What follows belongs to an exercise in optimizing a design on an open flow for small area; a production flow would make more cautious choices.
In this exercise RTL edits were held to simulation tests only and were not proved equivalent to the original.
No activity file was given, so power comes from the tool's default toggle rates.

**design/flow/design.v**
```verilog
module spinor_cmd (
    input  wire        clk,
    input  wire        rst_n,
    input  wire [1:0]  ev_kind,
    input  wire [1:0]  ev_wcode,
    input  wire [7:0]  ev_data,
    output reg         rx_valid,
    output reg  [7:0]  rx_data,
    output wire [3:0]  warn,
    output wire        sink_valid,
    output wire [24:0] sink_off,
    output wire [25:0] sink_len,
    output wire [2:0]  width_hint,
    output wire [24:0] mem_addr,
    input  wire [7:0]  mem_rdata,
    output reg         mem_we,
    output reg  [7:0]  mem_wdata,
    output reg         ers_valid,
    output wire [24:0] ers_base,
    output wire [25:0] ers_len
);
    localparam [2:0] S_IDLE = 3'd0, S_COLL = 3'd1, S_STRM = 3'd2,
                     S_DUMY = 3'd3, S_READ = 3'd4, S_PROG = 3'd5;
    localparam [3:0] C_WRSR = 4'd0, C_WEVCR = 4'd1, C_WVCR = 4'd2, C_WEAR = 4'd3,
                     C_WNVCR = 4'd4, C_AAI = 4'd5, C_RD = 4'd6, C_RDX2 = 4'd7,
                     C_RDX5 = 4'd8, C_DRD = 4'd9, C_PROG = 4'd10, C_E4 = 4'd11,
                     C_E32 = 4'd12, C_E64 = 4'd13;
    reg [2:0]  st;
    reg [24:0] pbuf;           
    reg [27:0] cur;            
    reg [16:0] dirty_pg;
    reg        dirty_v;
    reg        wel, rst_en, a4b, aai;
    reg [7:0]  ear, vcfg, evcfg;
    reg [15:0] nvcfg;
    reg [1:0]  lines_lg;
    reg        h2, h4;
    reg        s8, s12, s15, s16, s25;    
    reg        w0, w1, w3;
    assign warn = {w3, s15, w1, w0};    
    assign width_hint = {h4, h2, ~(h4 | h2)};
    assign sink_valid = s8 | s12 | s15 | s16 | s25;
    assign sink_len   = {s25, 8'd0, s16, s15, 2'd0, s12, 3'd0, s8, 8'd0};
    assign sink_off   = {pbuf[24:16], pbuf[15] & ~s16, pbuf[14:12] & ~{3{s15 | s16}},
                         pbuf[11:8] & {4{s8}}, 8'd0};
    assign mem_addr   = cur[27:3];
    wire xfer = rst_n & (ev_kind == 2'd1);
    wire sel  = rst_n & (ev_kind == 2'd2);
    wire bw   = rst_n & (ev_kind == 2'd3) & (ev_data[1:0] != 2'd3);
    wire [7:0] op = ev_data;
    wire [3:0] w      = 4'd1 << ev_wcode;
    wire [7:0] umask  = ~(8'hFF << w);
    wire [2:0] o_al   = cur[2:0] & ~(w[2:0] - 3'd1);
    wire [2:0] sh     = 3'd0 - o_al - w[2:0];         
    wire [7:0] fold   = (mem_rdata >> sh) & umask;
    wire [7:0] txs    = (ev_data & umask) << sh;
    wire [7:0] msk    = umask << sh;
    wire        adv      = xfer & ((st == S_READ) | (st == S_PROG));
    wire [2:0]  o_step   = cur[2:0] & ~({3{adv}} & (w[2:0] - 3'd1));
    wire [3:0]  off_next = {1'b0, o_step} + (w & {4{adv}});
    wire [25:0] cy;
    wire [27:0] cur_next;
    assign cy[0] = off_next[3];
    assign cur_next[2:0] = off_next[2:0];
    genvar gi;
    generate for (gi = 0; gi < 25; gi = gi + 1) begin : g_inc
        assign cy[gi+1] = cy[gi] & cur[3+gi];
        assign cur_next[3+gi] = cur[3+gi] ^ cy[gi];
    end endgenerate
    wire [16:0] cur_pg = cur[27:11];
    reg        k_known;
    always @(*) begin
        case (op)
            8'h01, 8'h02, 8'h03, 8'h04, 8'h05, 8'h06, 8'h0B, 8'h0C, 8'h12, 8'h13,
            8'h16, 8'h17, 8'h20, 8'h21, 8'h32, 8'h3B, 8'h3C, 8'h3E, 8'h52, 8'h5C,
            8'h60, 8'h61, 8'h65, 8'h66, 8'h6B, 8'h6C, 8'h70, 8'h81, 8'h85, 8'h90,
            8'h99, 8'h9F, 8'hA2, 8'hAD, 8'hB1, 8'hB5, 8'hB7, 8'hBB, 8'hBC, 8'hC5,
            8'hC7, 8'hC8, 8'hD8, 8'hDC, 8'hE9, 8'hEB, 8'hEC: k_known = 1'b1;
            default: k_known = 1'b0;
        endcase
    end
    reg        k_h2, k_h4, k_v4;
    reg [3:0]  k_cls, k_need;
    always @(*) begin
        k_h2 = 1'b0; k_h4 = 1'b0;
        case (op)
            8'h3B, 8'h3C, 8'hBB, 8'hBC, 8'hA2:        k_h2 = 1'b1;
            8'h6B, 8'h6C, 8'hEB, 8'hEC, 8'h32, 8'h3E: k_h4 = 1'b1;
            default: ;
        endcase
        case (op)
            8'h0C, 8'h12, 8'h13, 8'h21, 8'h3C, 8'h3E, 8'h5C, 8'h6C, 8'hBC, 8'hDC,
            8'hEC: k_v4 = 1'b1;
            default: k_v4 = 1'b0;
        endcase
        case (op)
            8'h01:                      k_cls = C_WRSR;
            8'h61:                      k_cls = C_WEVCR;
            8'h81:                      k_cls = C_WVCR;
            8'hC5, 8'h17:               k_cls = C_WEAR;
            8'hB1:                      k_cls = C_WNVCR;
            8'hAD:                      k_cls = C_AAI;
            8'h03, 8'h13:               k_cls = C_RD;
            8'hBB, 8'hBC:               k_cls = C_RDX2;
            8'hEB, 8'hEC:               k_cls = C_RDX5;
            8'h0B, 8'h0C, 8'h3B, 8'h3C, 8'h6B, 8'h6C: k_cls = C_DRD;
            8'h02, 8'h12, 8'h32, 8'h3E, 8'hA2: k_cls = C_PROG;
            8'h20, 8'h21:               k_cls = C_E4;
            8'h52, 8'h5C:               k_cls = C_E32;
            default:                    k_cls = C_E64;
        endcase
        case (op)
            8'h01, 8'h61, 8'h81, 8'hC5, 8'h17: k_need = 4'd1;
            8'hB1:                             k_need = 4'd2;
            8'hAD:                             k_need = 4'd3;
            8'hBB, 8'hBC:                      k_need = (k_v4 | a4b) ? 4'd6 : 4'd5;
            8'hEB, 8'hEC:                      k_need = (k_v4 | a4b) ? 4'd9 : 4'd8;
            default:                           k_need = (k_v4 | a4b) ? 4'd4 : 4'd3;
        endcase
    end
    reg [7:0] resp;
    reg [3:0] r_next;
    reg       r_end;
    always @(*) begin
        r_next = pbuf[3:0] + 4'd1;
        r_end  = 1'b0;
        case (pbuf[3:0])
            4'd0:  begin resp = {6'd0, wel, 1'b0}; r_next = 4'd0; end
            4'd1:  begin resp = {7'h40, a4b};      r_next = 4'd1; end
            4'd2:  begin resp = ear;       r_end = 1'b1; end
            4'd3:  resp = 8'h20;
            4'd4:  resp = 8'hBA;
            4'd5:  resp = 8'h19;
            4'd6:  resp = 8'h10;
            4'd7:  begin resp = 8'h44;     r_end = 1'b1; end
            4'd8:  resp = 8'h20;
            4'd9:  begin resp = 8'h18;     r_end = 1'b1; end
            4'd10: resp = nvcfg[7:0];
            4'd11: begin resp = nvcfg[15:8]; r_end = 1'b1; end
            4'd12: begin resp = vcfg;      r_end = 1'b1; end
            default: begin resp = evcfg;   r_end = 1'b1; end
        endcase
    end
    wire [3:0] cls = rx_data[7:4];
    wire [3:0] cnt = rx_data[3:0];
    wire       shift_en = (cls == C_RDX2) ? (cnt > 4'd2) :
                          (cls == C_RDX5) ? (cnt > 4'd5) : 1'b1;
    wire [24:0] tgt = shift_en ? {pbuf[16:0], ev_data} : pbuf;
    wire        p_shift = xfer & (st == S_COLL) & shift_en;
    wire       last = (cnt == 4'd1);
    reg [2:0]  n_st;
    reg        p_idle, p_strm, p_flush;
    reg [3:0]  p_code;
    reg        ld_cur;
    reg [16:0] n_dirty_pg;
    reg        n_dirty_v, n_wel, n_rst_en, n_a4b, n_aai;
    reg [7:0]  n_ear, n_vcfg, n_evcfg;
    reg [15:0] n_nvcfg;
    reg [1:0]  n_lines;
    reg        n_h2, n_h4;
    reg        n_rxv;
    reg [3:0]  n_warn;
    reg        n_s8, n_s12, n_s15, n_s16, n_s25;
    reg        e_bulk;
    always @(*) begin
        n_st = st; p_idle = 1'b0; p_strm = 1'b0; p_flush = 1'b0; p_code = {3'd0, ear[0]}; ld_cur = 1'b0; n_dirty_pg = dirty_pg; n_dirty_v = dirty_v;
        n_wel = wel; n_rst_en = rst_en; n_a4b = a4b; n_aai = aai;
        n_ear = ear; n_vcfg = vcfg; n_evcfg = evcfg; n_nvcfg = nvcfg;
        n_lines = lines_lg; n_h2 = h2; n_h4 = h4;
        n_rxv = 1'b0; n_warn = 4'd0;
        n_s8 = 1'b0; n_s12 = 1'b0; n_s15 = 1'b0; n_s16 = 1'b0; n_s25 = 1'b0;
        mem_we = 1'b0; mem_wdata = mem_rdata & (txs | ~msk);
        ers_valid = 1'b0; e_bulk = 1'b0;
        if (xfer) begin
            case (st)
            S_IDLE: begin
                n_rst_en = (op == 8'h66);
                p_idle = 1'b1;
                if (!k_known) begin
                    n_warn[0] = 1'b1;
                end else begin
                    n_h2 = k_h2; n_h4 = k_h4;
                    case (op)
                    8'h06: n_wel = 1'b1;
                    8'h04: begin n_wel = 1'b0; n_aai = 1'b0; end
                    8'h66: ;
                    8'h99: if (rst_en) begin
                        n_wel   = 1'b0;
                        n_aai   = 1'b0;
                        n_vcfg  = {nvcfg[15:12], (nvcfg[11:9] == 3'b111), 1'b0, 2'b11};
                        n_evcfg = {nvcfg[3], nvcfg[2], 1'b0, 1'b1, 1'b1, 3'b111};
                        n_a4b   = ~nvcfg[0];
                        n_ear   = {7'd0, ~nvcfg[1]};
                    end
                    8'hB7: n_a4b = 1'b1;
                    8'hE9: n_a4b = 1'b0;
                    8'hC7, 8'h60: begin
                        if (!wel) n_warn[1] = 1'b1;
                        else begin ers_valid = 1'b1; e_bulk = 1'b1; n_s25 = 1'b1; end
                    end
                    8'h05: begin n_st = S_STRM; p_code = 4'd0; end
                    8'h70: begin n_st = S_STRM; p_code = 4'd1; end
                    8'h16, 8'hC8: begin n_st = S_STRM; p_code = 4'd2; end
                    8'h9F: begin n_st = S_STRM; p_code = 4'd3; end
                    8'h90: begin n_st = S_STRM; p_code = 4'd8; end
                    8'hB5: begin n_st = S_STRM; p_code = 4'd10; end
                    8'h85: begin n_st = S_STRM; p_code = 4'd12; end
                    8'h65: begin n_st = S_STRM; p_code = 4'd13; end
                    8'hAD: n_st = aai ? S_PROG : S_COLL;
                    default: n_st = S_COLL;
                    endcase
                end
            end
            S_COLL: begin
                if (last) begin
                    n_st = S_IDLE;
                    case (cls)
                    C_WRSR:  n_wel = 1'b0;
                    C_WEVCR: if (wel) n_evcfg = ev_data;
                    C_WVCR:  if (wel) n_vcfg = ev_data;
                    C_WEAR:  if (wel) n_ear = ev_data;
                    C_WNVCR: if (wel) n_nvcfg = {ev_data, pbuf[7:0]};
                    default: begin
                        ld_cur = 1'b1;
                        case (cls)
                        C_AAI: begin n_aai = 1'b1; n_st = S_PROG; end
                        C_RD, C_RDX2, C_RDX5: n_st = S_READ;
                        C_DRD: begin
                            if (vcfg[7:4] != 4'd0) begin
                                n_st = S_DUMY;
                            end else n_st = S_READ;
                        end
                        C_PROG: n_st = S_PROG;
                        default: begin
                            if (!wel) n_warn[1] = 1'b1;
                            else begin
                                ers_valid = 1'b1;
                                n_s12 = (cls == C_E4);
                                n_s15 = (cls == C_E32);
                                n_s16 = (cls == C_E64);
                            end
                        end
                        endcase
                    end
                    endcase
                end
            end
            S_STRM: begin
                n_rxv = 1'b1;
                p_strm = 1'b1;
                if (r_end) n_st = S_IDLE;
            end
            S_READ: begin
                n_rxv = 1'b1;
            end
            S_PROG: begin
                if (!wel) n_warn[1] = 1'b1;
                else begin
                    n_warn[3] = |(txs & ~mem_rdata);
                    mem_we = 1'b1;
                    if (dirty_v && dirty_pg != cur_pg) begin
                        n_s8 = 1'b1;
                        p_flush = 1'b1;
                    end
                    n_dirty_v = 1'b1;
                    n_dirty_pg = cur_pg;
                end
            end
            default: begin  
                if (rx_data[5:0] == 6'd1) n_st = S_READ;
            end
            endcase
        end else if (sel) begin
            n_st = S_IDLE;
            n_h2 = 1'b0; n_h4 = 1'b0;
            if (!ev_data[0] && dirty_v) begin
                n_s8 = 1'b1;
                p_flush = 1'b1;
                n_dirty_v = 1'b0;
            end
        end else if (bw) begin
            n_lines = ev_data[1:0];
        end
    end
    wire [7:0] rx_dec = rx_data - {7'd0, xfer};
    reg  [5:0] resc;
    reg  [7:0] n_rxd;
    always @(*) begin
        case ({lines_lg, ev_data[1:0]})
            4'b01_00, 4'b10_01: resc = {rx_data[4:0], 1'b0};
            4'b10_00:           resc = {rx_data[3:0], 2'b00};
            4'b00_01, 4'b01_10: resc = {1'b0, rx_data[5:1]} + {5'd0, rx_data[0]};
            default:            resc = {2'b00, rx_data[5:2]} + {5'd0, |rx_data[1:0]};
        endcase
        case (st)
            S_IDLE: n_rxd = {k_cls, k_need};
            S_COLL: n_rxd = (xfer && last && cls == C_DRD) ? {4'd0, vcfg[7:4]} : rx_dec;
            S_STRM: n_rxd = resp;
            S_READ, S_PROG: n_rxd = fold;
            default: n_rxd = (bw && ev_data[1:0] != lines_lg) ? {2'b00, resc} : rx_dec;
        endcase
    end
    assign ers_len  = {e_bulk, 8'd0, n_s16, n_s15, 2'd0, n_s12, 12'd0};
    assign ers_base = e_bulk ? 25'd0 :
                      {tgt[24:16], tgt[15] & ~n_s16, tgt[14:12] & ~{3{n_s15 | n_s16}}, 12'd0};
    always @(posedge clk) begin
        if (!rst_n) begin
            st <= S_IDLE;
            dirty_v <= 1'b0;
            wel <= 1'b0; rst_en <= 1'b0; aai <= 1'b0;
            nvcfg <= 16'h8FFF;
            vcfg  <= 8'h8B;
            evcfg <= 8'hDF;
            a4b   <= 1'b0;
            ear   <= 8'h00;
            lines_lg <= 2'd0;
            h2 <= 1'b0; h4 <= 1'b0;
            rx_valid <= 1'b0;
            w0 <= 1'b0; w1 <= 1'b0; w3 <= 1'b0;
            s8 <= 1'b0; s12 <= 1'b0; s15 <= 1'b0; s16 <= 1'b0; s25 <= 1'b0;
        end else begin
            st <= n_st;
            dirty_v <= n_dirty_v;
            wel <= n_wel; rst_en <= n_rst_en; aai <= n_aai;
            nvcfg <= n_nvcfg; vcfg <= n_vcfg; evcfg <= n_evcfg;
            a4b <= n_a4b; ear <= n_ear;
            lines_lg <= n_lines;
            h2 <= n_h2; h4 <= n_h4;
            rx_valid <= n_rxv;
            w0 <= n_warn[0]; w1 <= n_warn[1]; w3 <= n_warn[3];
            s8 <= n_s8; s12 <= n_s12; s15 <= n_s15; s16 <= n_s16; s25 <= n_s25;
        end
    end
    always @(posedge clk) begin
        pbuf[24:8] <= ({17{p_shift}} & pbuf[16:0]) | ({17{p_flush}} & dirty_pg) |
                      ({17{~(p_shift | p_idle | p_flush)}} & pbuf[24:8]);
        pbuf[7:4]  <= ({4{p_shift}} & ev_data[7:4]) | ({4{~(p_shift | p_idle)}} & pbuf[7:4]);
        pbuf[3:0]  <= ({4{p_shift}} & ev_data[3:0]) | ({4{p_idle}} & p_code) |
                      ({4{p_strm}} & r_next) | ({4{~(p_shift | p_idle | p_strm)}} & pbuf[3:0]);
        cur <= ld_cur ? {tgt, 3'b000} : cur_next;
        dirty_pg <= n_dirty_pg;
        rx_data <= n_rxd;
    end
endmodule
```
**design/flow/flow/run.sh**
```bash
#!/bin/bash
# Own layout flow:
#  1. the standard synthesis (standard.sh synth), unchanged;
#  2. the combinational logic between its registers re-mapped for area with
#     ABC (three rounds of four seeds, each round starting from the smallest
#     netlist so far); the
#     registers keep their instances, names and cell types, and the result is
#     proved equal to the standard netlist (if the proof fails the standard
#     netlist is kept);
#  3. the standard ORFS layout (standard.sh) with buf_1 port buffers, one tie
#     cell per constant instead of one per load, and a clock tree of
#     clkbuf_8 buffers without dummy loads.
# Each tool's full output goes to a log_*.txt file in the work folder.
set -uo pipefail
W=$(pwd)
F=$W/flow
R=$W/orfs/results/$FLOW_PLATFORM/spinor_cmd/base
YOSYS=$FLOW_HOME/../tools/install/yosys/bin/yosys
LIB=$FLOW_HOME/platforms/$FLOW_PLATFORM/lib/sky130_fd_sc_hd__tt_025C_1v80.lib

bash standard.sh synth > $W/log_1_synth.txt 2>&1 || { echo "standard synthesis failed"; exit 1; }
cp $R/1_2_yosys.v $W/synth_standard.v

subst() {  # template, output, input netlist, output netlist, abc script
  sed -e "s#@LIB@#$LIB#g" -e "s#@IN@#$3#g" -e "s#@OUT@#$4#g" \
      -e "s#@ABC@#$5#g" -e "s#@TOP@#$FLOW_TOP#g" "$1" > "$2"
}
area() { awk '/Chip area/ {print $NF}' "$1.stat" 2>/dev/null; }
# rounds of four seeds each, every round starting from the smallest netlist so far
best=$W/synth_standard.v; best_area=""
for round in 1 2 3; do
  for s in 0 1 2 3; do
    out=$W/synth_r${round}_s$s.v
    subst $F/remap.ys $W/remap_r${round}_s$s.ys $best $out $F/remap$s.abc
    $YOSYS -s $W/remap_r${round}_s$s.ys > $W/log_2_remap_r${round}_s$s.txt 2>&1 &
  done
  wait
  for s in 0 1 2 3; do
    out=$W/synth_r${round}_s$s.v; a=$(area $out)
    echo "remap round $round seed $s: area ${a:-failed}"
    if [[ -n "$a" ]] && { [[ -z "$best_area" ]] || awk "BEGIN{exit !($a < $best_area)}"; }; then best=$out; best_area=$a; fi
  done
done
if [[ -n "$best_area" ]]; then
  subst $F/equiv.ys $W/equiv.ys $W/synth_standard.v $best ""
  if $YOSYS -s $W/equiv.ys > $W/log_3_equiv.txt 2>&1; then
    echo "re-mapped netlist $(basename $best) (area $best_area) proved equal; using it"
    cp $best $R/1_2_yosys.v
    rm -f $R/1_synth.odb $R/1_synth.sdc
  else
    echo "equivalence not proved; keeping the standard netlist"
  fi
fi

export BUFFER_PORTS_ARGS="-buffer_cell sky130_fd_sc_hd__buf_1"
export SKIP_REPAIR_TIE_FANOUT=1
export CTS_ARGS="-sink_clustering_enable -repair_clock_nets -dont_use_dummy_load -buf_list {sky130_fd_sc_hd__clkbuf_8}"
bash standard.sh > $W/log_4_layout.txt 2>&1 || { echo "layout failed"; tail -20 $W/log_4_layout.txt; exit 1; }
echo "layout done"
```
**design/flow/flow/equiv.ys**
```
# Prove the re-mapped netlist equal to the standard one (registers paired by name).
read_liberty -ignore_miss_func @LIB@
read_verilog @IN@
rename @TOP@ gold
read_verilog @OUT@
rename @TOP@ gate
hierarchy -check
flatten gold gate
opt_clean
equiv_make gold gate eq
hierarchy -top eq
equiv_simple -seq 2
equiv_induct -seq 2
equiv_status -assert
```
**design/flow/flow/remap.ys**
```
# Re-map the combinational logic of the standard synthesis for area. The
# flip-flops and tie cells are kept as they are (same instances and names).
read_liberty -ignore_miss_func @LIB@
read_verilog @IN@
hierarchy -top @TOP@
setattr -mod -set keep_hierarchy 1 sky130_fd_sc_hd__*df* sky130_fd_sc_hd__*dl* sky130_fd_sc_hd__conb_1
flatten
opt_clean -purge
abc -liberty @LIB@ -dont_use sky130_fd_sc_hd__lpflow_bleeder_1 -dont_use sky130_fd_sc_hd__lpflow_clkbufkapwr_1 -dont_use sky130_fd_sc_hd__lpflow_clkbufkapwr_16 -dont_use sky130_fd_sc_hd__lpflow_clkbufkapwr_2 -dont_use sky130_fd_sc_hd__lpflow_clkbufkapwr_4 -dont_use sky130_fd_sc_hd__lpflow_clkbufkapwr_8 -dont_use sky130_fd_sc_hd__lpflow_clkinvkapwr_1 -dont_use sky130_fd_sc_hd__lpflow_clkinvkapwr_16 -dont_use sky130_fd_sc_hd__lpflow_clkinvkapwr_2 -dont_use sky130_fd_sc_hd__lpflow_clkinvkapwr_4 -dont_use sky130_fd_sc_hd__lpflow_clkinvkapwr_8 -dont_use sky130_fd_sc_hd__lpflow_decapkapwr_12 -dont_use sky130_fd_sc_hd__lpflow_decapkapwr_3 -dont_use sky130_fd_sc_hd__lpflow_decapkapwr_4 -dont_use sky130_fd_sc_hd__lpflow_decapkapwr_6 -dont_use sky130_fd_sc_hd__lpflow_decapkapwr_8 -dont_use sky130_fd_sc_hd__lpflow_inputiso0n_1 -dont_use sky130_fd_sc_hd__lpflow_inputiso0p_1 -dont_use sky130_fd_sc_hd__lpflow_inputiso1n_1 -dont_use sky130_fd_sc_hd__lpflow_inputiso1p_1 -dont_use sky130_fd_sc_hd__lpflow_inputisolatch_1 -dont_use sky130_fd_sc_hd__lpflow_isobufsrc_1 -dont_use sky130_fd_sc_hd__lpflow_isobufsrc_16 -dont_use sky130_fd_sc_hd__lpflow_isobufsrc_2 -dont_use sky130_fd_sc_hd__lpflow_isobufsrc_4 -dont_use sky130_fd_sc_hd__lpflow_isobufsrc_8 -dont_use sky130_fd_sc_hd__lpflow_isobufsrckapwr_16 -dont_use sky130_fd_sc_hd__lpflow_lsbuf_lh_hl_isowell_tap_1 -dont_use sky130_fd_sc_hd__lpflow_lsbuf_lh_hl_isowell_tap_2 -dont_use sky130_fd_sc_hd__lpflow_lsbuf_lh_hl_isowell_tap_4 -dont_use sky130_fd_sc_hd__lpflow_lsbuf_lh_isowell_4 -dont_use sky130_fd_sc_hd__lpflow_lsbuf_lh_isowell_tap_1 -dont_use sky130_fd_sc_hd__lpflow_lsbuf_lh_isowell_tap_2 -dont_use sky130_fd_sc_hd__lpflow_lsbuf_lh_isowell_tap_4 -dont_use sky130_fd_sc_hd__probe_p_8 -dont_use sky130_fd_sc_hd__probec_p_8  -script @ABC@
opt_clean -purge
hilomap -singleton -hicell sky130_fd_sc_hd__conb_1 HI -locell sky130_fd_sc_hd__conb_1 LO
rename -hide w:*.*
select @TOP@
tee -o @OUT@.stat stat -liberty @LIB@
write_verilog -noattr -nohex -nodec -selected @OUT@
```
**design/flow/flow/remap0.abc**
```
strash
&get -n
&deepsyn -J 30 -S 0
&put
dch -f
amap -F 3 -A 8
mfs2
strash
dch -f
amap -F 3 -A 8
```
**design/flow/flow/remap1.abc**
```
strash
&get -n
&deepsyn -J 30 -S 1
&put
dch -f
amap -F 3 -A 8
mfs2
strash
dch -f
amap -F 3 -A 8
```
**design/flow/flow/remap2.abc**
```
strash
&get -n
&deepsyn -J 30 -S 2
&put
dch -f
amap -F 3 -A 8
mfs2
strash
dch -f
amap -F 3 -A 8
```
**design/flow/flow/remap3.abc**
```
strash
&get -n
&deepsyn -J 30 -S 3
&put
dch -f
amap -F 3 -A 8
mfs2
strash
dch -f
amap -F 3 -A 8
```
**design/flow/standard.sh**
```bash
#!/bin/bash
# synth_recipe.tcl (not shown) runs the flow's synth.tcl, then flattens the netlist and writes it again
# the make line also repeats each setting of config.mk as NAME=value (left out here)
make -C /OpenROAD-flow-scripts/flow DESIGN_CONFIG=/design/flow/config.mk WORK_HOME=/design/flow/orfs CLKGATE_MAP_FILE= SYNTH_SCRIPT=/design/flow/synth_recipe.tcl "${@:-finish}"
```
**design/flow/config.mk**
```make
export PLATFORM = sky130hd
export DESIGN_NAME = spinor_cmd
export DESIGN_NICKNAME = spinor_cmd
export VERILOG_FILES = /design/flow/design.v
export SDC_FILE = /design/flow/constraint.sdc
export NUM_CORES = 4
export LEC_CHECK = 0
export CAP_MARGIN = 20
export CORE_MARGIN = 2
export CORE_UTILIZATION = 40
export GPL_TIMING_DRIVEN = 0
export SLEW_MARGIN = 20
```
**design/flow/constraint.sdc**
```tcl
create_clock -name core_clock -period 10.0 [get_ports {clk}]
set_input_delay 2.0000 -clock core_clock [delete_from_list [all_inputs] [get_ports {clk}]]
set_output_delay 2.0000 -clock core_clock [all_outputs]
set_load 0.01 [all_outputs]
```
==> key figures, run 1 <==
Finish
  • Area Overhead vs Synth: 14.2%
  • Nets: 1,110
  • Post-route cell area: 0.00816 sq mm
  • Ant diodes: 0
  • Layout fillers: 1,809
  • Reg area: 0.00295 sq mm
  • Util after Layout: 47.0%
  • Layout cells sized above 1: 2.49%
  • Multi-input logic area: 0.00371 sq mm

GRT
  • Initial antenna violation count: 0
  • First-pass GRT wire length: 43,700 um
  • Tot GR Track Use: 31.5%
  • Number of global-route vias before repair: 7,397
  • Largest net degree at the start of global routing: 64
  • Overflow after GRT: 0

Clock tree
  • Cts bufs inserted: 17
  • Sink Count: 139
  • Post-CTS Resized: 0
  • Clock-pin slew on the worst setup and hold paths: 0.07 ns
  • Hold-fix buffers, CTS: 0
  • Clock buffer depth: 2
  • Number of setup buffers added after CTS: 0
  • CTS tree: yes
  • Htree depth: 4
  • Worst-Skew Late Latency: 0.47 ns
  • Root buf cell: clkbuf_8

STA
  • Hold Fails Final Rpt: 0
  • Final setup viols: 0
  • Worst Max-Slew Pin Slew: 1.13 ns
  • Worst rel slew slack: 24.1%
  • Worst hold slack: 0.480 ns
  • Layout Skew: 0.0324 ns
  • RSZ-0062 raised after global routing: no
  • Tmin final: 8.62 ns
  • Final period utilization: 86.2%
  • Fmax: 116 MHz
  • Fin. max-slew vios: 0

Route
  • DRT Wirelength: 29,600 um
  • First-pass detailed-route iteration total: 8
  • DR iter-0 viols: 955
  • DRC: 0
  • DR vias/cell: 6.20
  • Vias: 8,129
  • Antenna-violating nets left: 0
  • Drt wl/cell: 22.6 um

Synth
  • Synth Area per Inst: 7.49 sq um
  • Syn_nets: 975
  • Syn Inst Count: 953
  • Synthesized area: 0.00714 sq mm
  • Ys Warns: 1

Worst hold path
  • Hold Crit Class: reg2reg
  • HP Start: cur[21]

Critical path
  • Slowest cell delay on critical path: 0.58 ns
  • Worst Path Class, Setup: in2reg
  • CP most frequent cell: nor2_1
  • Worst-path fanout max: 10
  • Crit path DAT: 8.92 ns
  • Crit-path slowest cell: clkinv_1
  • Startpoint type of the worst setup path: primary input
  • Critical Path End Type: register
  • Worst reg2reg startpoint: st[1]
  • Worst setup path startpoint: rst_n
  • CP Data Required Time: 10.31 ns

Job
  • Max cap viols: 0

Pwr
  • Power per cell area: 160 mW/mm^2
  • Pleak: 2.65 nW
  • Maximum vdd drop: 100 uV

Place
  • Routability cong.: 0.975
  • Port Buffers: 112
  • Area of placed instances: 0.00792 sq mm
  • DP HPWL: 22,600 um

Floorplanning
  • FP Rows: 48
  • Die H: 138 um
  • Full die area: 0.0189 sq mm
  • Starting Density: 41.1%
  • I/O pins: 176
  • Die width: 138 um
  • Core area: 0.0174 sq mm

Status
  • Status: no timing/DRC/antenna violations
## state kept, by name, summed over array words and instances (netlist names), 2 cells and up
register and cells:
nvcfg 16, lines_lg 2, dirty_pg 17, ear 8, rx_data 8, evcfg 8
st 3, cur 28, pbuf 25, vcfg 8
## report_power, final
part / switching [mW] / internal (mW)
registers: 0.0483 / 0.597
logic: 0.227 / 0.0929
clock network: 0.194 / 0.150
## worst paths after layout
path / endpoint / slack (ns) / depth (start not counted)
setup reg to reg: cur[27] / 3.90 / 31
hold reg to reg: dirty_pg[10] / 0.48 / 0
setup / recovery: cur[27] / 1.38 / 33
hold / removal: dirty_pg[10] / 0.48 / 0
## placed cells by master (no fill, tap or decap), types with 22 or more instances in the layout
cell type	count
o21ai_0	67
o221ai_1	22
nor3_1	34
dfxtp_1	122
buf_1	112
clkinv_1	137
nor2_1	160
o22ai_1	72
a21oi_1	60
nand3_1	31
nand2_1	71
## metrics by stage
step	std cells	setup WS (ns)	power, mW	TNS, ns
after global placement	1290	-0.485	0.971	-4.63
after detailed placement	1294	0.940	0.968	0
after global routing	1311	0.860	1.37	0
after floorplan	953	3.38	0.844	0
final	1311	1.38	1.31	0
after CTS	1311	1.38	1.30	0
## layout make-up
| class | count | area share (%) |
|---|---|---|
| clock buffers | 17 | 2.87 |
| inverters | 137 | 6.30 |
| multi-input cells | 677 | 45.5 |
| flip-flops and latches | 139 | 36.2 |
| well taps | 225 | 3.45 |
| repair buffers | 116 | 5.66 |
## worst max-delay path, delay by kind of cell
kind | cells | cell delay [ns]
and+or+nand+nor | 24 | 4.76
AOI/OAI and AO/OA | 2 | 0.18
buffers and inverters | 7 | 1.95
## metal layers
metal	vias up	track usage, %	routed length, um
met4	0	14.1	1160
met2	448	50.1	13700
li1	3788	-	-
met5	-	0	0
met1	3815	41.2	12200
met3	78	6.14	2570
==> run 2: changes to the inputs <==
--- a/design/flow/flow/run.sh
+++ b/design/flow/flow/run.sh
@@ -5,3 +5,3 @@
 #     ABC (three rounds of four seeds, each round starting from the smallest
-#     netlist so far); the
+#     netlist so far; remap.abc with @SEED@ set); the
 #     registers keep their instances, names and cell types, and the result is
@@ -9,4 +9,4 @@
 #     netlist is kept);
-#  3. the standard ORFS layout (standard.sh) with buf_1 port buffers, one tie
-#     cell per constant instead of one per load, and a clock tree of
+#  3. the standard ORFS layout (standard.sh) with buf_1 port buffers, a tie
+#     cell per eight loads instead of one per load, and a clock tree of
 #     clkbuf_8 buffers without dummy loads.
@@ -33,3 +33,5 @@
     out=$W/synth_r${round}_s$s.v
-    subst $F/remap.ys $W/remap_r${round}_s$s.ys $best $out $F/remap$s.abc
+    seed=$(( round * 4 + s ))
+    sed "s/@SEED@/$seed/" $F/remap.abc > $W/remap_r${round}_s$s.abc
+    subst $F/remap.ys $W/remap_r${round}_s$s.ys $best $out $W/remap_r${round}_s$s.abc
     $YOSYS -s $W/remap_r${round}_s$s.ys > $W/log_2_remap_r${round}_s$s.txt 2>&1 &
@@ -56,2 +58,3 @@
 export SKIP_REPAIR_TIE_FANOUT=1
+export POST_FLOORPLAN_TCL=$F/ties.tcl
 export CTS_ARGS="-sink_clustering_enable -repair_clock_nets -dont_use_dummy_load -buf_list {sky130_fd_sc_hd__clkbuf_8}"
==> design/flow/flow/remap.abc (new file) <==
strash
&get -n
&deepsyn -J 30 -S @SEED@
&put
dch -f
amap -F 3 -A 8
mfs2
strash
dch -f
amap -F 3 -A 8
==> design/flow/flow/ties.tcl (new file) <==
# Tie cells: the outputs tied to one constant are shared out, in name order,
# among tie cells of at most 8 loads each (ORFS's own step, skipped with
# SKIP_REPAIR_TIE_FANOUT, gives every load its own tie cell; one tie cell for
# all of them makes one long net across the die).
set tie_group 8
set block [ord::get_db_block]
set master [[ord::get_db] findMaster sky130_fd_sc_hd__conb_1]
set ties {}
foreach inst [$block getInsts] {
  if {[[$inst getMaster] getName] == "sky130_fd_sc_hd__conb_1"} { lappend ties $inst }
}
set k 0
foreach tie $ties {
  foreach pin {LO HI} {
    set net [[$tie findITerm $pin] getNet]
    if {$net == "NULL"} { continue }
    set names {}
    foreach bt [$net getBTerms] { lappend names [$bt getName] }
    set n 0
    set cur_net $net
    foreach name [lsort -dictionary $names] {
      if {$n > 0 && $n % $tie_group == 0} {
        set inst [odb::dbInst_create $block $master "tie_share_$k"]
        set cur_net [odb::dbNet_create $block "tie_share_net_$k"]
        [$inst findITerm $pin] connect $cur_net
        incr k
      }
      if {$cur_net != $net} {
        set bt [$block findBTerm $name]
        $bt disconnect
        $bt connect $cur_net
      }
      incr n
    }
  }
}
puts "tie cells added: $k"
--- a/design/flow/config.mk
+++ b/design/flow/config.mk
@@ -10,3 +10,2 @@
 export CORE_UTILIZATION = 40
-export GPL_TIMING_DRIVEN = 0
 export SLEW_MARGIN = 20
removed: design/flow/flow/remap0.abc
removed: design/flow/flow/remap1.abc
removed: design/flow/flow/remap2.abc
removed: design/flow/flow/remap3.abc
==> run 2 against run 1 <==
Combinational power is 21% lower. Die area is 1.1% lower. Clock power hardly changed. Critical path depth is 23 lower. Non-clock buffer count is 8 higher. Critical endpoint is now ers_base[15]. Synthesized cell count is 1.3% lower. Final cell count is 0.31% higher.
==> key figures, run 2 <==
Status
  • Status: no timing/DRC/antenna violations (unchanged)

Route
  • DRT Wirelength: 29,100 um (was 29,600 um)
  • Antenna-violating nets left: 0 (unchanged)
  • DRC: 0 (unchanged)
  • Vias: 8,135 (was 8,129)
  • Drt wl/cell: 22.1 um (was 22.6 um)
  • DR iter-0 viols: 988 (was 955)
  • First-pass detailed-route iteration total: 6 (was 8)
  • DR vias/cell: 6.19 (was 6.20)

Synth
  • Synthesized area: 0.00706 sq mm (was 0.00714 sq mm)
  • Ys Warns: 1 (unchanged)
  • Syn_nets: 963 (was 975)
  • Synth Area per Inst: 7.50 sq um (was 7.49 sq um)
  • Syn Inst Count: 941 (was 953)

Critical path
  • Worst Path Class, Setup: in2out (was in2reg)
  • CP Data Required Time: 8.00 ns (was 10.31 ns)
  • Worst-path fanout max: 12 (was 10)
  • Startpoint type of the worst setup path: primary input (unchanged)
  • Crit path DAT: 5.83 ns (was 8.92 ns)
  • Critical Path End Type: primary output (was register)

GRT
  • Largest net degree at the start of global routing: 31 (was 64)
  • Overflow after GRT: 0 (unchanged)
  • Tot GR Track Use: 30.9% (was 31.5%)
  • Number of global-route vias before repair: 7,522 (was 7,397)
  • First-pass GRT wire length: 43,300 um (was 43,700 um)
  • Initial antenna violation count: 0 (unchanged)

Clock tree
  • Clock buffer depth: 2 (unchanged)
  • Htree depth: 4 (unchanged)
  • Worst-Skew Late Latency: 0.46 ns (was 0.47 ns)
  • Root buf cell: clkbuf_8 (unchanged)
  • Hold-fix buffers, CTS: 0 (unchanged)
  • Clock-pin slew on the worst setup and hold paths: 0.07 ns (about the same)
  • Sink Count: 139 (unchanged)
  • Cts bufs inserted: 17 (unchanged)
  • Post-CTS Resized: 0 (unchanged)
  • CTS tree: yes (unchanged)
  • Number of setup buffers added after CTS: 0 (unchanged)

Pwr
  • Gate power share: 20.7% (was 24.5%)
  • Clock power share: 28.1% (was 26.2%)
  • Maximum vdd drop: 84.7 uV (was 100 uV)
  • Switching power: 0.412 mW (was 0.469 mW)
  • Cell-internal power: 0.808 mW (was 0.839 mW)
  • Power per cell area: 150 mW/mm^2 (was 160 mW/mm^2)
  • Sequential share of power: 51.1% (was 49.3%)
  • Pleak: 2.65 nW (about the same)
  • Switch share: 33.8% (was 35.8%)

STA
  • Layout Skew: 0.0352 ns (was 0.0324 ns)
  • Worst hold slack: 0.462 ns (was 0.480 ns)
  • Final setup viols: 0 (unchanged)
  • Fin. max-slew vios: 0 (unchanged)
  • Tmin final: 7.83 ns (was 8.62 ns)
  • Worst rel slew slack: 42.9% (was 24.1%)
  • Fmax: 128 MHz (was 116 MHz)
  • Hold Fails Final Rpt: 0 (unchanged)
  • RSZ-0062 raised after global routing: no (unchanged)
  • Setup TNS: 0 ns (unchanged)
  • Final period utilization: 78.3% (was 86.2%)
  • Worst Max-Slew Pin Slew: 0.853 ns (was 1.13 ns)

Finish
  • Flip-flop count of the largest register after layout: 28 (unchanged)
  • Layout cells sized above 1: 2.75% (was 2.49%)
  • Nets: 1,113 (was 1,110)
  • Largest regs: cur x28, pbuf x25, dirty_pg x17 (unchanged)
  • Area Overhead vs Synth: 15.0% (was 14.2%)
  • Cell Count, Final, Fillers Out: 1,315 (was 1,311)
  • Biggest register: cur (unchanged)
  • Most frequent cells in the layout: nor2_1, clkinv_1, dfxtp_1 (unchanged)
  • Layout fillers: 1,819 (was 1,809)
  • Commonest non-fill, non-tap cell in the layout: nor2_1 (unchanged)

Floorplanning
  • Die H: 137 um (was 138 um)
  • FP Rows: 48 (unchanged)
  • Die width: 137 um (was 138 um)
  • Full die area: 0.0187 sq mm (was 0.0189 sq mm)
  • Starting Density: 40.8% (was 41.1%)
  • I/O pins: 176 (unchanged)
  • Core area: 0.0173 sq mm (was 0.0174 sq mm)

Place
  • Routability cong.: 0.985 (was 0.975)
  • Port Buffers: 112 (unchanged)
  • Cells after DPL: 1,297 (was 1,294)
  • DP HPWL: 22,200 um (was 22,600 um)

Worst hold path
  • Hold Crit Class: reg2reg (unchanged)

Job
  • Max cap viols: 0 (unchanged)
-- run 2: cell types whose count changed in the layout (fill, tap and decap cells not counted), sizes merged, moves of 10 or more --
cell	before	now
a22oi	18	28
a31oi	15	5
nand2	71	52
nand3	31	19
o221ai	22	9
nor2	161	179
o21ai	68	103
-- run 2: stage by stage --
step	setup slack, ns	total power, mW	utilization [%]	area, sq um
global placement	2.55	0.882	45.6	7880
detailed placement	2.29	0.878	45.6	7880
global route	1.94	1.27	46.9	8120
floorplan	3.65	0.781	-	7060
CTS	2.29	1.21	46.9	8120
finish	2.17	1.22	46.9	8120
-- run 2: area by class of cell --
cell class / instances / area, sq um / share of cell area (%)
repair buffers: 124 / 510 / 6.29
clock buffers: 17 / 234 / 2.88
flip-flops and latches: 139 / 2950 / 36.4
well taps: 225 / 282 / 3.47
diodes: 1 / 2.50 / 0.0308
multi-input cells: 679 / 3650 / 45.0
inverters: 130 / 488 / 6.01
-- run 2: path summary, 6_finish.rpt --
check                       to  slack [ns]  cells past startpoint    from
hold / removal          ear[5]        0.46                      2  ear[5]
setup / recovery  ers_base[15]        2.17                     10   rst_n
setup reg to reg       cur[27]        4.66                     29   st[2]
hold reg to reg         ear[5]        0.46                      2  ear[5]
-- run 2: power by group through the flow --
stage | logic, mW | registers [mW] | clock network (mW)
2_1_floorplan | 0.156 | 0.625 | 0
3_3_place_gp | 0.247 | 0.634 | 0
3_5_place_dp | 0.244 | 0.634 | 0
4_1_cts | 0.245 | 0.621 | 0.346
5_1_grt | 0.274 | 0.626 | 0.372
6_report | 0.253 | 0.624 | 0.343
-- run 2: worst max-delay path: stages --
cell	delay, ns
buf_1	0.32
clkinv_1	0.34
nor3_1	0.42
clkinv_1	0.37
nor2_1	0.49
clkinv_1	0.30
or4_1	0.60
nor2_1	0.70
nor3_1	0.11
buf_1	0.16
-- run 2: per-layer routing --
metal | track usage, % | wire length (um)
met1 | 41.9 | 12700
met2 | 47.4 | 12600
met5 | 0 | 0
met3 | 8.67 | 2810
met4 | 10.4 | 902
==> run 3: changes to the inputs <==
--- a/design/flow/config.mk
+++ b/design/flow/config.mk
@@ -9,3 +9,3 @@
 export CORE_MARGIN = 2
-export CORE_UTILIZATION = 40
+export CORE_UTILIZATION = 55
 export SLEW_MARGIN = 20
==> run 3 against run 2 <==
Still clean on timing, DRC and antenna. Design area fell by 1.3%. Non-clock buffer count down 6. Synthesized cell count unchanged. Setup slack got worse by 0.036 ns. Power down 0.70%. Largest power group unchanged.
==> key figures, run 3 <==
Pwr
  • Power per cell area: 151 mW/mm^2 (was 150 mW/mm^2)
  • Design Power: 1.21 mW (was 1.22 mW)
  • Maximum vdd drop: 99.2 uV (was 84.7 uV)
  • Pleak: 2.62 nW (was 2.65 nW)

STA
  • Fin. max-slew vios: 0 (unchanged)
  • Setup TNS: 0 ns (unchanged)
  • RSZ-0062 raised after global routing: no (unchanged)
  • Layout Skew: 0.0235 ns (was 0.0352 ns)
  • Final period utilization: 78.7% (was 78.3%)
  • Fmax: 127 MHz (was 128 MHz)
  • Worst rel slew slack: 38.5% (was 42.9%)
  • Hold Fails Final Rpt: 0 (unchanged)
  • Tmin final: 7.87 ns (was 7.83 ns)
  • Worst Max-Slew Pin Slew: 0.919 ns (was 0.853 ns)
  • Final setup viols: 0 (unchanged)
  • Final Worst Setup Slack: 2.13 ns (was 2.17 ns)

Critical path
  • Slowest cell delay on critical path: 0.73 ns (was 0.70 ns)
  • CP Data Required Time: 8.00 ns (about the same)
  • Worst Path Class, Setup: in2out (unchanged)
  • Startpoint type of the worst setup path: primary input (unchanged)
  • Cells along the critical path: buf_1 -> clkinv_1 -> nor3_1 -> clkinv_1 -> nor2_1 -> clkinv_1 -> or4_1 -> nor2_1 -> nor2_1 -> buf_1 (was buf_1 -> clkinv_1 -> nor3_1 -> clkinv_1 -> nor2_1 -> clkinv_1 -> or4_1 -> nor2_1 -> nor3_1 -> buf_1)
  • Critical Path End Type: primary output (unchanged)
  • Crit-path slowest cell: nor2_1 (unchanged)
  • Worst-path fanout max: 12 (unchanged)
  • Crit path DAT: 5.87 ns (was 5.83 ns)

Finish
  • Largest regs: cur x28, pbuf x25, dirty_pg x17 (unchanged)
  • Layout fillers: 1,233 (was 1,819)
  • Nets: 1,107 (was 1,113)
  • Biggest register: cur (unchanged)
  • Most frequent cells in the layout: nor2_1, clkinv_1, dfxtp_1 (unchanged)
  • Flip-flop count of the largest register after layout: 28 (unchanged)
  • Ant diodes: 0 (was 1)
  • Area Overhead vs Synth: 13.5% (was 15.0%)
  • Multi-input logic area: 0.00366 sq mm (was 0.00365 sq mm)
  • Util after Layout: 63.8% (was 46.9%)
  • Reg area: 0.00295 sq mm (unchanged)
  • Commonest non-fill, non-tap cell in the layout: nor2_1 (unchanged)
  • Post-route cell area: 0.00801 sq mm (was 0.00812 sq mm)
  • Layout cells sized above 1: 2.22% (was 2.75%)

Clock tree
  • Hold-fix buffers, CTS: 0 (unchanged)
  • Sink Count: 139 (unchanged)
  • Cts bufs inserted: 17 (unchanged)
  • Post-CTS Resized: 0 (unchanged)
  • Clock buffer depth: 2 (unchanged)
  • Htree depth: 4 (unchanged)
  • Root buf cell: clkbuf_8 (unchanged)
  • Clock-pin slew on the worst setup and hold paths: 0.06 ns (was 0.07 ns)
  • Number of setup buffers added after CTS: 0 (unchanged)
  • Worst-Skew Late Latency: 0.46 ns (about the same)
  • CTS tree: yes (unchanged)

Route
  • Vias: 8,318 (was 8,135)
  • DRT Wirelength: 27,400 um (was 29,100 um)
  • DRC: 0 (unchanged)
  • DR vias/cell: 6.63 (was 6.19)
  • Drt wl/cell: 21.8 um (was 22.1 um)
  • Antenna-violating nets left: 0 (unchanged)
  • First-pass detailed-route iteration total: 8 (was 6)
  • DR iter-0 viols: 1,283 (was 988)

GRT
  • First-pass GRT wire length: 40,500 um (was 43,300 um)
  • Initial antenna violation count: 0 (unchanged)
  • Number of global-route vias before repair: 7,354 (was 7,522)
  • Overflow after GRT: 0 (unchanged)
  • Largest net degree at the start of global routing: 31 (unchanged)
  • Tot GR Track Use: 39.6% (was 30.9%)

Floorplanning
  • I/O pins: 176 (unchanged)
  • Die width: 117 um (was 137 um)
  • Full die area: 0.0138 sq mm (was 0.0187 sq mm)
  • Core area: 0.0126 sq mm (was 0.0173 sq mm)
  • FP Rows: 41 (was 48)
  • Die H: 117 um (was 137 um)
  • Starting Density: 56.2% (was 40.8%)

Place
  • Port Buffers: 112 (unchanged)
  • DP HPWL: 20,500 um (was 22,200 um)
  • Routability cong.: 1.09 (was 0.985)
  • Area of placed instances: 0.00778 sq mm (was 0.00788 sq mm)
  • Pre-CTS setup slack: 2.25 ns (was 2.29 ns)

Synth
  • Ys Warns: 1 (unchanged)
  • Syn Inst Count: 941 (unchanged)
  • Syn_nets: 963 (unchanged)
  • Synthesized area: 0.00706 sq mm (unchanged)
  • Synth Area per Inst: 7.50 sq um (unchanged)

Worst hold path
  • Hold Crit Class: reg2reg (unchanged)

Job
  • Max cap viols: 0 (unchanged)

Status
  • Status: no timing/DRC/antenna violations (unchanged)
==> run 3: power by group <==
group          internal (mW)  switching [mW]
Clock                  0.150           0.188
Combinational         0.0716           0.180
Sequential             0.585          0.0370
Total                  0.806           0.405
==> run 3: worst paths after layout <==
check            endpoint  slack (ns)       start  depth (start not counted)
min reg2reg       dirty_v        0.46     dirty_v                          2
max reg2reg      pbuf[19]        4.48  rx_data[0]                         15
min               dirty_v        0.46     dirty_v                          2
max          ers_base[24]        2.13       rst_n                         10
==> run 3: final cells by class <==
class	instances	share of cell area, %
Multi-Input combinational cell	679	45.7
Sequential cell	139	36.8
Inverter	130	6.09
Timing Repair Buffer	118	5.81
Clock buffer	17	2.92
Tap cell	172	2.69
==> run 3: stage by stage <==
stage,hold WS [ns],instances
after CTS,0.458,1255
final,0.457,1255
after global placement,0.441,1238
after detailed placement,0.451,1238
after floorplan,0.425,941
after global routing,0.483,1255
==> run 3: worst max-delay path: cells and delay by family <==
family	cells	cell delay [ns]
AND/OR/NAND/NOR	5	2.34
buffers and inverters	5	1.50
==> run 3: metal layers <==
layer | track usage [%] | wire [um] | part of all wire [%]
met1 | 50.2 | 10400 | 38
met3 | 12.0 | 3300 | 12
met4 | 22.3 | 1680 | 6.1
met5 | 0 | 0 | 0
met2 | 60.0 | 11900 | 44
==> run 4: changes to the inputs <==
--- a/design/flow/config.mk
+++ b/design/flow/config.mk
@@ -9,3 +9,3 @@
 export CORE_MARGIN = 2
-export CORE_UTILIZATION = 55
+export CORE_UTILIZATION = 65
 export SLEW_MARGIN = 20
==> run 4 against run 3 <==
First-iteration DRC count up 21%. Synthesized area unchanged. Combinational power about the same. Design area down 0.41%. Largest power group unchanged.
==> key figures, run 4 <==
Status
  • Status: no timing/DRC/antenna violations (unchanged)

GRT
  • Largest net degree at the start of global routing: 31 (unchanged)
  • Overflow after GRT: 0 (unchanged)
  • Tot GR Track Use: 47.6% (was 39.6%)
  • First-pass GRT wire length: 41,900 um (was 40,500 um)
  • Number of global-route vias before repair: 7,854 (was 7,354)
  • Initial antenna violation count: 0 (unchanged)

Route
  • Drt wl/cell: 23.1 um (was 21.8 um)
  • DRT Wirelength: 28,200 um (was 27,400 um)
  • Antenna-violating nets left: 0 (unchanged)
  • DR iter-0 viols: 1,550 (was 1,283)
  • DRC: 0 (unchanged)
  • DR vias/cell: 7.14 (was 6.63)
  • First-pass detailed-route iteration total: 9 (was 8)
  • Vias: 8,739 (was 8,318)

Synth
  • Syn Inst Count: 941 (unchanged)
  • Synth Area per Inst: 7.50 sq um (unchanged)
  • Ys Warns: 1 (unchanged)
  • Syn_nets: 963 (unchanged)
  • Synthesized area: 0.00706 sq mm (unchanged)

Clock tree
  • Clock buffer depth: 2 (unchanged)
  • Root buf cell: clkbuf_8 (unchanged)
  • CTS tree: yes (unchanged)
  • Number of setup buffers added after CTS: 0 (unchanged)
  • Cts bufs inserted: 17 (unchanged)
  • Hold-fix buffers, CTS: 0 (unchanged)
  • Clock-pin slew on the worst setup and hold paths: 0.06 ns (about the same)
  • Post-CTS Resized: 0 (unchanged)
  • Worst-Skew Late Latency: 0.47 ns (was 0.46 ns)
  • Htree depth: 4 (unchanged)
  • Sink Count: 139 (unchanged)

STA
  • Final period utilization: 78.7% (about the same)
  • Hold Fails Final Rpt: 0 (unchanged)
  • Fmax: 127 MHz (about the same)
  • Fin. max-slew vios: 0 (unchanged)
  • RSZ-0062 raised after global routing: no (unchanged)
  • Worst Max-Slew Pin Slew: 0.995 ns (was 0.919 ns)
  • Layout Skew: 0.0301 ns (was 0.0235 ns)
  • Setup TNS: 0 ns (unchanged)
  • Worst rel slew slack: 33.4% (was 38.5%)
  • Final setup viols: 0 (unchanged)
  • Tmin final: 7.87 ns (about the same)

Critical path
  • Crit-path slowest cell: nor2_1 (unchanged)
  • CP Data Required Time: 8.00 ns (about the same)
  • Crit path DAT: 5.87 ns (about the same)
  • Worst flop-to-flop path endpoint: cur[27] (was pbuf[19])
  • Worst Path Class, Setup: in2out (unchanged)
  • Worst-path fanout max: 12 (unchanged)
  • Cells along the critical path: buf_1 -> clkinv_1 -> nor3_1 -> clkinv_1 -> nor2_1 -> clkinv_1 -> or4_1 -> nor2_1 -> nor2_1 -> buf_1 (unchanged)
  • Startpoint type of the worst setup path: primary input (unchanged)
  • Critical Path End Type: primary output (unchanged)
  • Worst reg2reg startpoint: st[2] (was rx_data[0])
  • Slowest cell delay on critical path: 0.79 ns (was 0.73 ns)
  • Reg2Reg Depth: 29 (was 15)
  • Reg2Reg Setup Slack: 4.30 ns (was 4.48 ns)

Place
  • Routability cong.: 1.12 (was 1.09)
  • Port Buffers: 112 (unchanged)
  • DP HPWL: 20,700 um (was 20,500 um)

Finish
  • Layout cells sized above 1: 2.31% (was 2.22%)
  • Flip-flop count of the largest register after layout: 28 (unchanged)
  • Largest regs: cur x28, pbuf x25, dirty_pg x17 (unchanged)
  • Ant diodes: 0 (unchanged)
  • Most frequent cells in the layout: nor2_1, clkinv_1, dfxtp_1 (unchanged)
  • Commonest non-fill, non-tap cell in the layout: nor2_1 (unchanged)
  • Biggest register: cur (unchanged)
  • Area Overhead vs Synth: 13.1% (was 13.5%)
  • Reg area: 0.00295 sq mm (unchanged)
  • Multi-input logic area: 0.00366 sq mm (unchanged)
  • Nets: 1,108 (was 1,107)
  • Layout fillers: 835 (was 1,233)

Floorplanning
  • Full die area: 0.0117 sq mm (was 0.0138 sq mm)
  • I/O pins: 176 (unchanged)
  • Core area: 0.0107 sq mm (was 0.0126 sq mm)
  • Die width: 108 um (was 117 um)
  • Starting Density: 66.0% (was 56.2%)
  • Die H: 108 um (was 117 um)
  • FP Rows: 38 (was 41)

Pwr
  • Power per cell area: 152 mW/mm^2 (was 151 mW/mm^2)
  • Maximum vdd drop: 127 uV (was 99.2 uV)
  • Pleak: 2.63 nW (was 2.62 nW)
  • Design Power: 1.22 mW (was 1.21 mW)

Worst hold path
  • HP Start: ear[5] (was dirty_v)
  • Hold Path Sink: ear[5] (was dirty_v)
  • Hold path cells: 2 (unchanged)
  • Hold Crit Class: reg2reg (unchanged)

Job
  • Max cap viols: 0 (unchanged)
-- run 4: changes by cell type in the layout (fill, tap and decap cells not counted), sizes merged --
cell,delta
buf,+1
-- run 4: area by class of cell --
type	count	area share [%]
Multi-Input combinational cell	679	45.8
Inverter	130	6.11
Sequential cell	139	37.0
Clock buffer	17	2.93
Timing Repair Buffer	119	5.93
Tap cell	140	2.19
-- run 4: worst max path at each step --
| stage | endpoint | from | depth (start not counted) | slack [ns] |
|---|---|---|---|---|
| after global placement | ers_base[24] | rst_n | 10 | 2.66 |
| after floorplan | ers_base[15] | rst_n | 8 | 3.65 |
| after global routing | cur[27] | rst_n | 30 | 1.69 |
| after CTS | ers_base[24] | rst_n | 10 | 2.30 |
| after detailed placement | cur[27] | rst_n | 30 | 2.18 |
| final | ers_base[24] | rst_n | 10 | 2.13 |
-- run 4: through the flow --
stage | setup WS [ns] | cells | utilization, % | cell area (sq um) | hold slack, ns
global route | 1.69 | 1224 | 74.6 | 7980 | 0.474
floorplan | 3.65 | 941 | - | 7060 | 0.425
CTS | 2.30 | 1224 | 74.6 | 7980 | 0.459
global placement | 2.66 | 1207 | 72.4 | 7750 | 0.437
finish | 2.13 | 1224 | 74.6 | 7980 | 0.462
detailed placement | 2.18 | 1207 | 72.4 | 7750 | 0.446
-- run 4: where the power goes --
group,internal [mW],switching (mW)
clock network,0.149,0.190
registers,0.585,0.0388
logic,0.0719,0.181
total,0.806,0.410
-- run 4: routing by layer --
layer / vias up / GRT usage, % / part of all wire (%)
met5: - / 0 / 0
met4: 0 / 32.1 / 7.8
met3: 197 / 14.2 / 14
met2: 876 / 72.5 / 43
met1: 3934 / 58.1 / 36
li1: 3732 / - / -
-- run 4: worst max-delay path, delay by kind of cell --
| kind | cells | cell delay, ns |
|---|---|---|
| buffers and inverters | 5 | 1.49 |
| and+or+nand+nor | 5 | 2.38 |
==> run 5: changes to the inputs <==
--- a/design/flow/design.v
+++ b/design/flow/design.v
@@ -6,3 +6,3 @@
     input  wire [7:0]  ev_data,
-    output reg         rx_valid,
+    output wire        rx_valid,
     output reg  [7:0]  rx_data,
@@ -37,7 +37,13 @@
     reg        h2, h4;
-    reg        s8, s12, s15, s16, s25;    
-    reg        w0, w1, w3;
-    assign warn = {w3, s15, w1, w0};    
+    reg  [3:0] res;
+    wire sv = res[3];
+    wire s8  = sv & ~res[0] & (res[1] == res[2]);
+    wire s12 = sv & res[0] & ~res[1];
+    wire s15 = sv & ~res[0] & res[1] & ~res[2];
+    wire s16 = sv & res[2] & ~res[1];
+    wire s25 = sv & res[0] & res[1];
+    assign rx_valid = ~sv & res[0];
+    assign warn = {res[2] & res[1], s15, ~sv & res[2] & ~res[1], ~sv & res[1] & ~res[2]};
     assign width_hint = {h4, h2, ~(h4 | h2)};
-    assign sink_valid = s8 | s12 | s15 | s16 | s25;
+    assign sink_valid = sv;
     assign sink_len   = {s25, 8'd0, s16, s15, 2'd0, s12, 3'd0, s8, 8'd0};
@@ -302,2 +308,6 @@
     end
+    wire [3:0] n_res = {n_s8 | n_s12 | n_s15 | n_s16 | n_s25,
+                        n_warn[1] | n_warn[3] | n_s16,
+                        n_warn[0] | n_warn[3] | n_s15 | n_s25,
+                        n_rxv | n_s12 | n_s25};
     assign ers_len  = {e_bulk, 8'd0, n_s16, n_s15, 2'd0, n_s12, 12'd0};
@@ -317,5 +327,3 @@
             h2 <= 1'b0; h4 <= 1'b0;
-            rx_valid <= 1'b0;
-            w0 <= 1'b0; w1 <= 1'b0; w3 <= 1'b0;
-            s8 <= 1'b0; s12 <= 1'b0; s15 <= 1'b0; s16 <= 1'b0; s25 <= 1'b0;
+            res <= 4'd0;
         end else begin
@@ -328,5 +336,3 @@
             h2 <= n_h2; h4 <= n_h4;
-            rx_valid <= n_rxv;
-            w0 <= n_warn[0]; w1 <= n_warn[1]; w3 <= n_warn[3];
-            s8 <= n_s8; s12 <= n_s12; s15 <= n_s15; s16 <= n_s16; s25 <= n_s25;
+            res <= n_res;
         end
--- a/design/flow/config.mk
+++ b/design/flow/config.mk
@@ -9,3 +9,3 @@
 export CORE_MARGIN = 2
-export CORE_UTILIZATION = 65
+export CORE_UTILIZATION = 40
 export SLEW_MARGIN = 20
==> run 5 against run 4 <==
Synthesized cell count grew 1.5%. Utilization shrank 28 points. Critical endpoint is now cur[27]. Via count fell by 5.7%.
==> key figures, run 5 <==
Status
  • Status: no timing/DRC/antenna violations (unchanged)

Clock tree
  • Htree depth: 4 (unchanged)
  • Sink Count: 134 (was 139)
  • Root buf cell: clkbuf_8 (unchanged)
  • Hold-fix buffers, CTS: 0 (unchanged)
  • Clock buffer depth: 2 (unchanged)
  • Number of setup buffers added after CTS: 0 (unchanged)
  • Clock-pin slew on the worst setup and hold paths: 0.09 ns (was 0.06 ns)
  • Cts bufs inserted: 17 (unchanged)
  • CTS tree: yes (unchanged)
  • Post-CTS Resized: 0 (unchanged)
  • Worst-Skew Late Latency: 0.45 ns (was 0.47 ns)

STA
  • Hold Fails Final Rpt: 0 (unchanged)
  • RSZ-0062 raised after global routing: no (unchanged)
  • Worst rel slew slack: 43.6% (was 33.4%)
  • Worst Max-Slew Pin Slew: 0.839 ns (was 0.995 ns)
  • Final setup viols: 0 (unchanged)
  • Layout Skew: 0.0349 ns (was 0.0301 ns)
  • Tmin final: 7.71 ns (was 7.87 ns)
  • Setup TNS: 0 ns (unchanged)
  • Final period utilization: 77.1% (was 78.7%)
  • Fin. max-slew vios: 0 (unchanged)
  • Fmax: 130 MHz (was 127 MHz)

Finish
  • Largest regs: cur x28, pbuf x25, dirty_pg x17 (unchanged)
  • Nets: 1,127 (was 1,108)
  • Most frequent cells in the layout: nor2_1, clkinv_1, dfxtp_1 (unchanged)
  • Ant diodes: 0 (unchanged)
  • Flip-flop count of the largest register after layout: 28 (unchanged)
  • Biggest register: cur (unchanged)
  • Commonest non-fill, non-tap cell in the layout: nor2_1 (unchanged)
  • Area Overhead vs Synth: 15.3% (was 13.1%)
  • Layout cells sized above 1: 2.90% (was 2.31%)
  • Util after Layout: 47.1% (was 74.6%)

GRT
  • Largest net degree at the start of global routing: 30 (was 31)
  • Initial antenna violation count: 0 (unchanged)
  • First-pass GRT wire length: 41,700 um (was 41,900 um)
  • Met2 usage: 43.9% (was 72.5%)
  • Tot GR Track Use: 29.4% (was 47.6%)
  • Busiest grt layer: met2 (unchanged)
  • Met1 usage: 40.9% (was 58.1%)
  • Number of global-route vias before repair: 7,426 (was 7,854)
  • Overflow after GRT: 0 (unchanged)
  • Met3 Usage GRT: 7.81% (was 14.2%)

Pwr
  • Power per cell area: 128 mW/mm^2 (was 152 mW/mm^2)
  • Pleak: 2.65 nW (was 2.63 nW)
  • Maximum vdd drop: 88.0 uV (was 127 uV)

Synth
  • Syn Inst Count: 955 (was 941)
  • Synth Area per Inst: 7.39 sq um (was 7.50 sq um)
  • Synthesized area: 0.00706 sq mm (about the same)
  • Ys Warns: 1 (unchanged)
  • Syn_nets: 977 (was 963)

Floorplanning
  • I/O pins: 176 (unchanged)
  • Core area: 0.0173 sq mm (was 0.0107 sq mm)
  • Die H: 137 um (was 108 um)
  • Starting Density: 40.8% (was 66.0%)
  • Die width: 137 um (was 108 um)
  • FP Rows: 48 (was 38)
  • Full die area: 0.0187 sq mm (was 0.0117 sq mm)

Place
  • Routability cong.: 0.978 (was 1.12)
  • Port Buffers: 112 (unchanged)
  • DP HPWL: 21,100 um (was 20,700 um)

Critical path
  • Slowest cell delay on critical path: 0.53 ns (was 0.79 ns)
  • Startpoint type of the worst setup path: primary input (unchanged)
  • CP most frequent cell: nand2_1
  • Worst Path Class, Setup: in2reg (was in2out)
  • Worst-path fanout max: 10 (was 12)
  • CP Data Required Time: 10.31 ns (was 8.00 ns)
  • Crit path DAT: 8.02 ns (was 5.87 ns)
  • Critical Path End Type: register (was primary output)
  • Crit-path slowest cell: nor4_1 (was nor2_1)

Route
  • DRC: 0 (unchanged)
  • Drt wl/cell: 20.9 um (was 23.1 um)
  • Vias: 8,241 (was 8,739)
  • First-pass detailed-route iteration total: 8 (was 9)
  • DR vias/cell: 6.21 (was 7.14)
  • Antenna-violating nets left: 0 (unchanged)
  • DR iter-0 viols: 852 (was 1,550)
  • DRT Wirelength: 27,800 um (was 28,200 um)

Worst hold path
  • Hold Crit Class: reg2reg (unchanged)

Job
  • Max cap viols: 0 (unchanged)
-- run 5: layout make-up --
cell class | count | area (sq um)
Tap cell | 225 | 282
Inverter | 130 | 488
Fill cell | 1830 | 9150
Clock buffer | 17 | 234
Timing Repair Buffer | 124 | 510
Sequential cell | 134 | 2850
Multi-Input combinational cell | 698 | 3780
-- run 5: per-stage QoR --
| stage | instance area [sq um] | instances | setup WS [ns] | hold WS, ns | power (mW) |
|---|---|---|---|---|---|
| 2_1_floorplan | 7060 | 955 | 3.31 | 0.425 | 0.661 |
| 4_1_cts | 8140 | 1328 | 2.41 | 0.467 | 1.04 |
| 5_1_grt | 8140 | 1328 | 1.61 | 0.484 | 1.08 |
| 3_5_place_dp | 7910 | 1311 | 1.95 | 0.456 | 0.713 |
| 3_3_place_gp | 7890 | 1311 | 2.26 | 0.450 | 0.714 |
| 6_report | 8140 | 1328 | 2.29 | 0.471 | 1.04 |
-- run 5: final timing paths --
path	slack (ns)	cells after the start	start	to
max reg2reg	4.84	24	cur[2]	cur[27]
min reg2reg	0.47	0	cur[11]	dirty_pg[0]
max	2.29	27	rst_n	cur[27]
min	0.47	0	cur[11]	dirty_pg[0]
-- run 5: power by group --
group / total, mW / internal [mW] / switching [mW]
Combinational: 0.138 / 0.0362 / 0.102
Sequential: 0.567 / 0.553 / 0.0145
Clock: 0.334 / 0.149 / 0.185
-- run 5: worst max-delay path: cells and delay by family --
kind / cells / cell delay [ns]
buffers and inverters: 3 / 1.08
and+or+nand+nor: 22 / 4.66
AOI/OAI and AO/OA: 2 / 0.27
-- run 5: routing by layer --
layer	share of wire, %	wire [um]	vias up
li1	-	-	3833
met1	44	12100	3853
met5	0	0	-
met2	43	11900	491
met4	2.8	771	0
met3	11	2950	64

==> port drivers added, routing unchanged <==
The results above use ideal ports. As a check the final layouts listed here were re-extracted and re-timed, cells and wires unchanged.
Step 1, drivers: a clkbuf_16 drives clk and a buf_2 each remaining input, both assumed.
Step 2 adds t to the input delays and takes it off the output delays; t is the mean of the earliest and latest rising clock arrival at the registers after step 1. Input paths then give back, and output paths get back, about the clock's delay inside the block.
a / b / c = ideal / step 1 / step 2; a / b = the first two.
| run | shift t [ns] | setup slack, ns | hold WS [ns] | worst setup path at the end | pins driven straight from the clock port |
|---|---|---|---|---|---|
| run 1 | 0.489 | 1.382 / 1.360 / 0.908 | 0.480 / 0.480 / 0.480 | input to register | 1 |
| run 2 | 0.489 | 2.168 / 2.144 / 2.098 | 0.462 / 0.462 / 0.462 | input to register | 1 |
| run 3 | 0.481 | 2.133 / 2.111 / 1.974 | 0.457 / 0.457 / 0.457 | input to register | 1 |
| run 4 | 0.498 | 2.128 / 2.105 / 1.901 | 0.462 / 0.462 / 0.462 | input to register | 1 |
| run 5 | 0.479 | 2.291 / 2.300 / 1.822 | 0.471 / 0.471 / 0.471 | input to register | 1 |
After both steps every run listed still meets setup and hold. For run 1, which loses most, drivers alone change the setup slack by -0.022 ns; drivers and shift together by -0.474 ns.
